From an optimization exercise on the open Yosys and OpenROAD flow, aimed at small area, a short achievable clock period and few clock cycles per item; shortcuts taken in it are not production practice. Function was checked by simulation only, so behaviour that the tests miss may differ from the original. Power figures rest on the tool's default switching activity, not on a simulated workload.

the previous run:
==> flow/design.v <==
module rng90_crc_step (
    input  wire [15:0] crc_in,
    input  wire [7:0]  data,
    output wire [15:0] crc_out
);
    reg [15:0] c;
    integer i;
    always @* begin
        c = crc_in;
        for (i = 0; i < 8; i = i + 1) begin
            if (data[i] ^ c[15])
                c = {c[14:0], 1'b0} ^ 16'h8005;
            else
                c = {c[14:0], 1'b0};
        end
    end
    assign crc_out = c;
endmodule
module rng90_framer (
    input  wire        clk,
    input  wire        rst,
    input  wire        cmd_valid,
    output wire        cmd_ready,
    input  wire [7:0]  cmd_opcode,
    input  wire [7:0]  cmd_param1,
    input  wire [15:0] cmd_param2,
    input  wire [7:0]  cmd_len,
    input  wire        din_valid,
    output wire        din_ready,
    input  wire [7:0]  din_data,
    output wire        tx_valid,
    input  wire        tx_ready,
    output wire [7:0]  tx_data,
    output wire        tx_last
);
    localparam [3:0] P_SEL  = 4'd0,
                     P_CNT  = 4'd1,
                     P_OP   = 4'd2,
                     P_P1   = 4'd3,
                     P_P2L  = 4'd4,
                     P_P2H  = 4'd5,
                     P_DATA = 4'd6,
                     P_CRCL = 4'd7,
                     P_CRCH = 4'd8;
    reg [3:0]  ps;
    reg [7:0]  left;         
    reg        cmd_rdy, din_rdy;
    reg [15:0] crc;          
    reg        tx_v, tx_l, tx_cov;
    reg [7:0]  tx_d;
    reg        sk_v, sk_l, sk_cov;
    reg [7:0]  sk_d;
    assign cmd_ready = cmd_rdy;
    assign din_ready = din_rdy;
    assign tx_valid  = tx_v;
    assign tx_data   = tx_d;
    assign tx_last   = tx_l;
    wire [15:0] crc_full;    
    rng90_crc_step u_crc (
        .crc_in (crc),
        .data   (tx_d),
        .crc_out(crc_full)
    );
    wire [15:0] crc_now = (tx_v && tx_cov) ? crc_full : crc;
    wire pop = tx_v && tx_ready;
    reg        push;
    reg [7:0]  pd;
    reg        p_cov, p_last;
    reg [3:0]  ps_n;
    always @* begin
        push   = 1'b0;
        pd     = 8'h00;
        p_cov  = 1'b1;
        p_last = 1'b0;
        ps_n   = ps;
        case (ps)
            P_SEL:  begin push = cmd_valid; pd = 8'h03; p_cov = 1'b0; end
            P_CNT:  begin push = 1'b1;      pd = left + 8'd7; end
            P_OP:   begin push = cmd_valid; pd = cmd_opcode; end
            P_P1:   begin push = cmd_valid; pd = cmd_param1; end
            P_P2L:  begin push = cmd_valid; pd = cmd_param2[7:0]; end
            P_P2H:  begin push = cmd_valid && cmd_rdy; pd = cmd_param2[15:8]; end
            P_DATA: begin push = din_valid && din_rdy; pd = din_data; end
            P_CRCL: begin push = !(sk_v && sk_cov); pd = crc_now[7:0];  p_cov = 1'b0; end
            default: begin push = 1'b1; pd = crc_now[15:8]; p_cov = 1'b0; p_last = 1'b1; end
        endcase
        push = push && !sk_v;
        if (push) begin
            case (ps)
                P_SEL:  ps_n = P_CNT;
                P_CNT:  ps_n = P_OP;
                P_OP:   ps_n = P_P1;
                P_P1:   ps_n = P_P2L;
                P_P2L:  ps_n = P_P2H;
                P_P2H:  ps_n = (left == 8'd0) ? P_CRCL : P_DATA;
                P_DATA: ps_n = (left == 8'd1) ? P_CRCL : P_DATA;
                P_CRCL: ps_n = P_CRCH;
                default: ps_n = P_SEL;
            endcase
        end
    end
    wire head_free = !tx_v || pop;
    wire sk_v_n    = head_free ? (sk_v && push) : (sk_v || push);
    always @(posedge clk) begin
        if (head_free) begin
            tx_d   <= sk_v ? sk_d   : pd;
            tx_l   <= sk_v ? sk_l   : p_last;
            tx_cov <= sk_v ? sk_cov : p_cov;
        end
        if (push && !(head_free && !sk_v)) begin
            sk_d   <= pd;
            sk_l   <= p_last;
            sk_cov <= p_cov;
        end
        if (push && ps == P_SEL)
            left <= cmd_len;
        else if (push && ps == P_DATA)
            left <= left - 8'd1;
    end
    always @(posedge clk) begin
        if (rst) begin
            ps      <= P_SEL;
            cmd_rdy <= 1'b0;
            din_rdy <= 1'b0;
            crc     <= 16'h0000;
            tx_v    <= 1'b0;
            sk_v    <= 1'b0;
        end else begin
            ps      <= ps_n;
            cmd_rdy <= (ps_n == P_P2H) && !sk_v_n;
            din_rdy <= (ps_n == P_DATA) && !sk_v_n;
            if (pop)
                crc <= tx_l ? 16'h0000 : crc_now;
            if (head_free)
                tx_v <= sk_v || push;
            sk_v    <= sk_v_n;
        end
    end
endmodule
module rng90_validator (
    input  wire       clk,
    input  wire       rst,
    input  wire       rsp_valid,
    output wire       rsp_ready,
    input  wire [5:0] rsp_cap,
    input  wire       rx_valid,
    output wire       rx_ready,
    input  wire [7:0] rx_data,
    output wire       res_valid,
    input  wire       res_ready,
    output wire       res_ok,
    output wire [7:0] res_count,
    output wire       pl_valid,
    input  wire       pl_ready,
    output wire [7:0] pl_data,
    output wire       pl_last
);
    localparam integer DEPTH = 32;
    reg        q_v;
    reg  [5:0] q_cap;
    reg        rsp_rdy;
    reg        r_act;        
    reg  [7:0] rc;           
    reg  [5:0] cc;           
    reg        rx_rdy;
    reg        b_v, b_first;
    reg  [7:0] b_d;
    reg  [7:0] cnt;
    reg [15:0] crc;
    reg        lo_ok;
    reg  [8:0] mem [0:DEPTH-1];
    reg  [5:0] wptr, cptr, rptr;
    reg        o_v, o_ok, s_v, s_ok;
    reg  [7:0] o_cnt, s_cnt;
    reg        p_v, p_l;
    reg  [7:0] p_d;
    assign rsp_ready = rsp_rdy;
    assign rx_ready  = rx_rdy;
    assign res_valid = o_v;
    assign res_ok    = o_ok;
    assign res_count = o_cnt;
    assign pl_valid  = p_v;
    assign pl_data   = p_d;
    assign pl_last   = p_l;
    wire rsp_fire = rsp_valid && rsp_rdy;
    wire rx_fire  = rx_valid && rx_rdy;
    wire first    = !r_act;
    wire a_last  = first ? ((rx_data[7:1] == 7'd0) || (q_cap == 6'd1))
                         : ((rc == 8'd2) || (cc == 6'd2));
    wire n_cov   = (rc[7:2] != 6'd0);            
    wire a_pay   = !first && n_cov && (cc[5:2] != 4'd0);
    wire       r_act_n = rx_fire ? !a_last : r_act;
    wire       q_v_n   = rsp_fire || (q_v && !(rx_fire && first));
    wire b_last  = (rc == 8'd1) || (cc == 6'd1) || (b_first && rc == 8'd0);
    wire b_cov   = b_first || (rc[7:2] != 6'd0) || (rc == 8'd3);
    wire b_lo    = !b_first && (rc == 8'd2);
    wire b_hi    = !b_first && (rc == 8'd1);
    wire b_plast = !b_first && (rc == 8'd3);
    wire b_pay   = !b_first && ((rc[7:2] != 6'd0) || (rc == 8'd3)) &&
                   ((cc[5:2] != 4'd0) || (cc == 6'd3));
    wire [15:0] crc_next;
    rng90_crc_step u_crc (
        .crc_in (crc),
        .data   (b_d),
        .crc_out(crc_next)
    );
    wire ok     = b_hi && lo_ok && (b_d == crc[15:8]);
    wire push   = b_v && b_last;
    wire wr     = b_v && b_pay;
    wire commit = push && ok;
    wire p_pop  = ((rptr != cptr) || (commit && (wptr != cptr))) && (!p_v || pl_ready);
    wire o_pop = !o_v || res_ready;
    wire [5:0] occ    = wptr - rptr;
    wire       occ29  = (occ[5] == 1'b0) && (occ[4:0] <= 5'd29);
    wire       occ30  = (occ == 6'd30);
    wire       occ31  = (occ == 6'd31);
    wire       a_pay2 = first || ((rc > 8'd4) && (cc > 6'd4));
    wire       nxt_pay = rx_fire ? a_pay2 : a_pay;
    wire       fp     = rx_fire && a_pay;
    wire       a1     = wr || fp || nxt_pay;
    wire       a2     = (wr && fp) || (wr && nxt_pay) || (fp && nxt_pay);
    wire       a3     = wr && fp && nxt_pay;
    wire       p_room = occ29 ||
                        (occ30 && (!a3 || p_pop)) ||
                        (occ31 && (!a2 || (p_pop && !a3))) ||
                        (!a1 || (p_pop && !a2));
    wire       lk     = rx_fire && a_last;
    wire       r_room = !s_v && !(o_v && push) && !(o_v && lk) && !(push && lk);
    always @(posedge clk) begin
        if (rsp_fire)
            q_cap <= rsp_cap;
        if (rx_fire) begin
            rc      <= first ? rx_data : rc - 8'd1;
            cc      <= first ? q_cap   : cc - 6'd1;
            b_d     <= rx_data;
            b_first <= first;
        end
        if (b_v) begin
            if (b_first) cnt <= b_d;
            if (b_first)
                lo_ok <= 1'b0;
            else if (b_lo)
                lo_ok <= (b_d == crc[7:0]);
        end
        if (wr)
            mem[wptr[4:0]] <= {b_plast, b_d};
        if (p_pop) begin
            p_d <= mem[rptr[4:0]][7:0];
            p_l <= mem[rptr[4:0]][8];
        end
        if (o_pop) begin
            if (s_v) begin
                o_ok  <= s_ok;
                o_cnt <= s_cnt;
            end else begin
                o_ok  <= ok;
                o_cnt <= cnt;
            end
        end
        if (push && (s_v || !o_pop)) begin
            s_ok  <= ok;
            s_cnt <= cnt;
        end
    end
    always @(posedge clk) begin
        if (rst) begin
            q_v     <= 1'b0;
            rsp_rdy <= 1'b0;
            r_act   <= 1'b0;
            rx_rdy  <= 1'b0;
            b_v     <= 1'b0;
            crc     <= 16'h0000;
            wptr    <= 6'd0;
            cptr    <= 6'd0;
            rptr    <= 6'd0;
            o_v     <= 1'b0;
            s_v     <= 1'b0;
            p_v     <= 1'b0;
        end else begin
            q_v     <= q_v_n;
            rsp_rdy <= !q_v_n;
            r_act   <= r_act_n;
            rx_rdy  <= (r_act_n || q_v_n) && p_room && r_room;
            b_v     <= rx_fire;
            if (b_v && b_last)
                crc <= 16'h0000;
            else if (b_v && b_cov)
                crc <= crc_next;
            if (push) begin
                if (ok) cptr <= wptr + {5'd0, wr};
                else    wptr <= cptr;
            end
            if (wr && !(push && !ok))
                wptr <= wptr + 6'd1;
            if (p_pop)
                rptr <= rptr + 6'd1;
            if (p_pop)
                p_v <= 1'b1;
            else if (pl_ready)
                p_v <= 1'b0;
            if (o_pop) begin
                o_v <= s_v || push;
                s_v <= s_v && push;
            end else if (push)
                s_v <= 1'b1;
        end
    end
endmodule
module rng90_codec (
    input  wire        clk,
    input  wire        rst,
    input  wire        cmd_valid,
    output wire        cmd_ready,
    input  wire [7:0]  cmd_opcode,
    input  wire [7:0]  cmd_param1,
    input  wire [15:0] cmd_param2,
    input  wire [7:0]  cmd_len,
    input  wire        din_valid,
    output wire        din_ready,
    input  wire [7:0]  din_data,
    output wire        tx_valid,
    input  wire        tx_ready,
    output wire [7:0]  tx_data,
    output wire        tx_last,
    input  wire        rsp_valid,
    output wire        rsp_ready,
    input  wire [5:0]  rsp_cap,
    input  wire        rx_valid,
    output wire        rx_ready,
    input  wire [7:0]  rx_data,
    output wire        res_valid,
    input  wire        res_ready,
    output wire        res_ok,
    output wire [7:0]  res_count,
    output wire        pl_valid,
    input  wire        pl_ready,
    output wire [7:0]  pl_data,
    output wire        pl_last
);
    rng90_framer u_framer (
        .clk       (clk),
        .rst       (rst),
        .cmd_valid (cmd_valid),
        .cmd_ready (cmd_ready),
        .cmd_opcode(cmd_opcode),
        .cmd_param1(cmd_param1),
        .cmd_param2(cmd_param2),
        .cmd_len   (cmd_len),
        .din_valid (din_valid),
        .din_ready (din_ready),
        .din_data  (din_data),
        .tx_valid  (tx_valid),
        .tx_ready  (tx_ready),
        .tx_data   (tx_data),
        .tx_last   (tx_last)
    );
    rng90_validator u_validator (
        .clk      (clk),
        .rst      (rst),
        .rsp_valid(rsp_valid),
        .rsp_ready(rsp_ready),
        .rsp_cap  (rsp_cap),
        .rx_valid (rx_valid),
        .rx_ready (rx_ready),
        .rx_data  (rx_data),
        .res_valid(res_valid),
        .res_ready(res_ready),
        .res_ok   (res_ok),
        .res_count(res_count),
        .pl_valid (pl_valid),
        .pl_ready (pl_ready),
        .pl_data  (pl_data),
        .pl_last  (pl_last)
    );
endmodule
==> flow/config.mk <==
export PLATFORM = sky130hd
export DESIGN_NAME = rng90_codec
export DESIGN_NICKNAME = rng90_codec
export VERILOG_FILES = /design/flow/design.v
export SDC_FILE = /design/flow/constraint.sdc
export NUM_CORES = 4
export LEC_CHECK = 0
export ABC_CLOCK_PERIOD_IN_PS = 2300
export CAP_MARGIN = 20
export CORE_MARGIN = 2
export CORE_UTILIZATION = 40
export PLACE_DENSITY = 0.6
export SETUP_SLACK_MARGIN = 3.2
export SLEW_MARGIN = 20
==> flow/constraint.sdc <==
create_clock -name core_clock -period 5.5 [get_ports {clk}]
set_input_delay 1.1000 -clock core_clock [delete_from_list [all_inputs] [get_ports {clk}]]
set_output_delay 1.1000 -clock core_clock [all_outputs]
set_load 0.01 [all_outputs]
run.sh (not shown) runs the stock make flow with config.mk's settings and CLKGATE_MAP_FILE= SYNTH_SCRIPT=/design/flow/synth_recipe.tcl, a recipe that flattens the netlist after the stock synthesis.
Testbench counts of the previous run, summed over its fixed seeds: cycles 38,851, items 2,080.
Here is what was changed in the inputs of the current run compared with the previous run.
-- flow/design.v --
<<< the previous run, line 164
    reg  [5:0] cc;           
    reg        rx_rdy;
    reg        b_v, b_first;
    reg  [7:0] b_d;
    reg  [7:0] cnt;
>>> the current run, line 164
    reg  [5:0] cc;           
    reg        rx_rdy;
    reg        b_v, b_first, b_last, b_cov, b_lo, b_hi, b_pay, b_plast;
    reg  [7:0] b_d;
    reg  [7:0] cnt;
<<< the previous run, line 192
    wire       r_act_n = rx_fire ? !a_last : r_act;
    wire       q_v_n   = rsp_fire || (q_v && !(rx_fire && first));
    wire b_last  = (rc == 8'd1) || (cc == 6'd1) || (b_first && rc == 8'd0);
    wire b_cov   = b_first || (rc[7:2] != 6'd0) || (rc == 8'd3);
    wire b_lo    = !b_first && (rc == 8'd2);
    wire b_hi    = !b_first && (rc == 8'd1);
    wire b_plast = !b_first && (rc == 8'd3);
    wire b_pay   = !b_first && ((rc[7:2] != 6'd0) || (rc == 8'd3)) &&
                   ((cc[5:2] != 4'd0) || (cc == 6'd3));
    wire [15:0] crc_next;
    rng90_crc_step u_crc (
>>> the current run, line 192
    wire       r_act_n = rx_fire ? !a_last : r_act;
    wire       q_v_n   = rsp_fire || (q_v && !(rx_fire && first));
    wire [15:0] crc_next;
    rng90_crc_step u_crc (
<<< the previous run, line 208
    wire push   = b_v && b_last;
    wire wr     = b_v && b_pay;
    wire commit = push && ok;
    wire p_pop  = ((rptr != cptr) || (commit && (wptr != cptr))) && (!p_v || pl_ready);
    wire o_pop = !o_v || res_ready;
    wire [5:0] occ    = wptr - rptr;
    wire       occ29  = (occ[5] == 1'b0) && (occ[4:0] <= 5'd29);
    wire       occ30  = (occ == 6'd30);
    wire       occ31  = (occ == 6'd31);
    wire       a_pay2 = first || ((rc > 8'd4) && (cc > 6'd4));
    wire       nxt_pay = rx_fire ? a_pay2 : a_pay;
    wire       fp     = rx_fire && a_pay;
    wire       a1     = wr || fp || nxt_pay;
    wire       a2     = (wr && fp) || (wr && nxt_pay) || (fp && nxt_pay);
    wire       a3     = wr && fp && nxt_pay;
    wire       p_room = occ29 ||
                        (occ30 && (!a3 || p_pop)) ||
                        (occ31 && (!a2 || (p_pop && !a3))) ||
                        (!a1 || (p_pop && !a2));
    wire       lk     = rx_fire && a_last;
    wire       r_room = !s_v && !(o_v && push) && !(o_v && lk) && !(push && lk);
    always @(posedge clk) begin
        if (rsp_fire)
>>> the current run, line 201
    wire push   = b_v && b_last;
    wire wr     = b_v && b_pay;
    wire [5:0] occ    = wptr - rptr;
    wire       a_pay2 = first || ((rc > 8'd4) && (cc > 6'd4));
    wire       nxt_pay = rx_fire ? a_pay2 : a_pay;
    wire [6:0] p_need = {1'b0, occ} + {6'd0, wr} + {6'd0, rx_fire && a_pay} + {6'd0, nxt_pay};
    wire       p_room = (p_need <= DEPTH);
    wire [2:0] r_need = {2'b00, o_v} + {2'b00, s_v} + {2'b00, push} +
                        {2'b00, rx_fire && a_last} + 3'd1;
    wire       r_room = (r_need <= 3'd2);
    wire p_pop = (rptr != cptr) && (!p_v || pl_ready);
    wire o_pop = !o_v || res_ready;
    always @(posedge clk) begin
        if (rsp_fire)
<<< the previous run, line 235
            b_d     <= rx_data;
            b_first <= first;
        end
        if (b_v) begin
>>> the current run, line 219
            b_d     <= rx_data;
            b_first <= first;
            b_last  <= a_last;
            b_cov   <= first || n_cov;
            b_lo    <= !first && (rc == 8'd3);
            b_hi    <= !first && (rc == 8'd2);
            b_pay   <= a_pay;
            b_plast <= (rc == 8'd4);
        end
        if (b_v) begin
## What came out
The current run vs the previous run — net switching power rose 36%.
Diff the previous run -> the current run: synthesized cell count down 19, post-detailed-routing wire length down 0.47%, worst setup slack before clock tree synthesis down 1.04 ns, met1 track demand over resource down 0.29 points, non-filler instance count after layout down 50.
Testbench counts of the current run, summed over its fixed seeds: cycles 39,607, items 2,080.

## separate check: timing with driven ports
How much do the figures lean on ideal ports? The routed layouts below were timed once more, with nothing changed but the port constraints. Step 1 assumes that a clkbuf_16 drives the clock port and a buf_2 every other input. Step 2 moves the port delays by t, midway between the first and last clock arrival at a register: inputs arrive t later, outputs are due t later. That takes back most of the time a late clock gives input paths. Three values: ideal ports, drivers, drivers and shift; two values: the first two.
run | t, ns | setup slack, ns | latest minus earliest clock arrival (ns)
the previous run | 0.639 | 3.165 / 3.147 / 2.553 | 0.017 / 0.017
the current run | 0.628 | 2.038 / 2.038 / 1.620 | 0.032 / 0.032
After both steps setup and hold are still met in every run listed. For the previous run, which loses most, drivers alone change the setup slack by -0.018 ns; drivers and shift together by -0.612 ns.
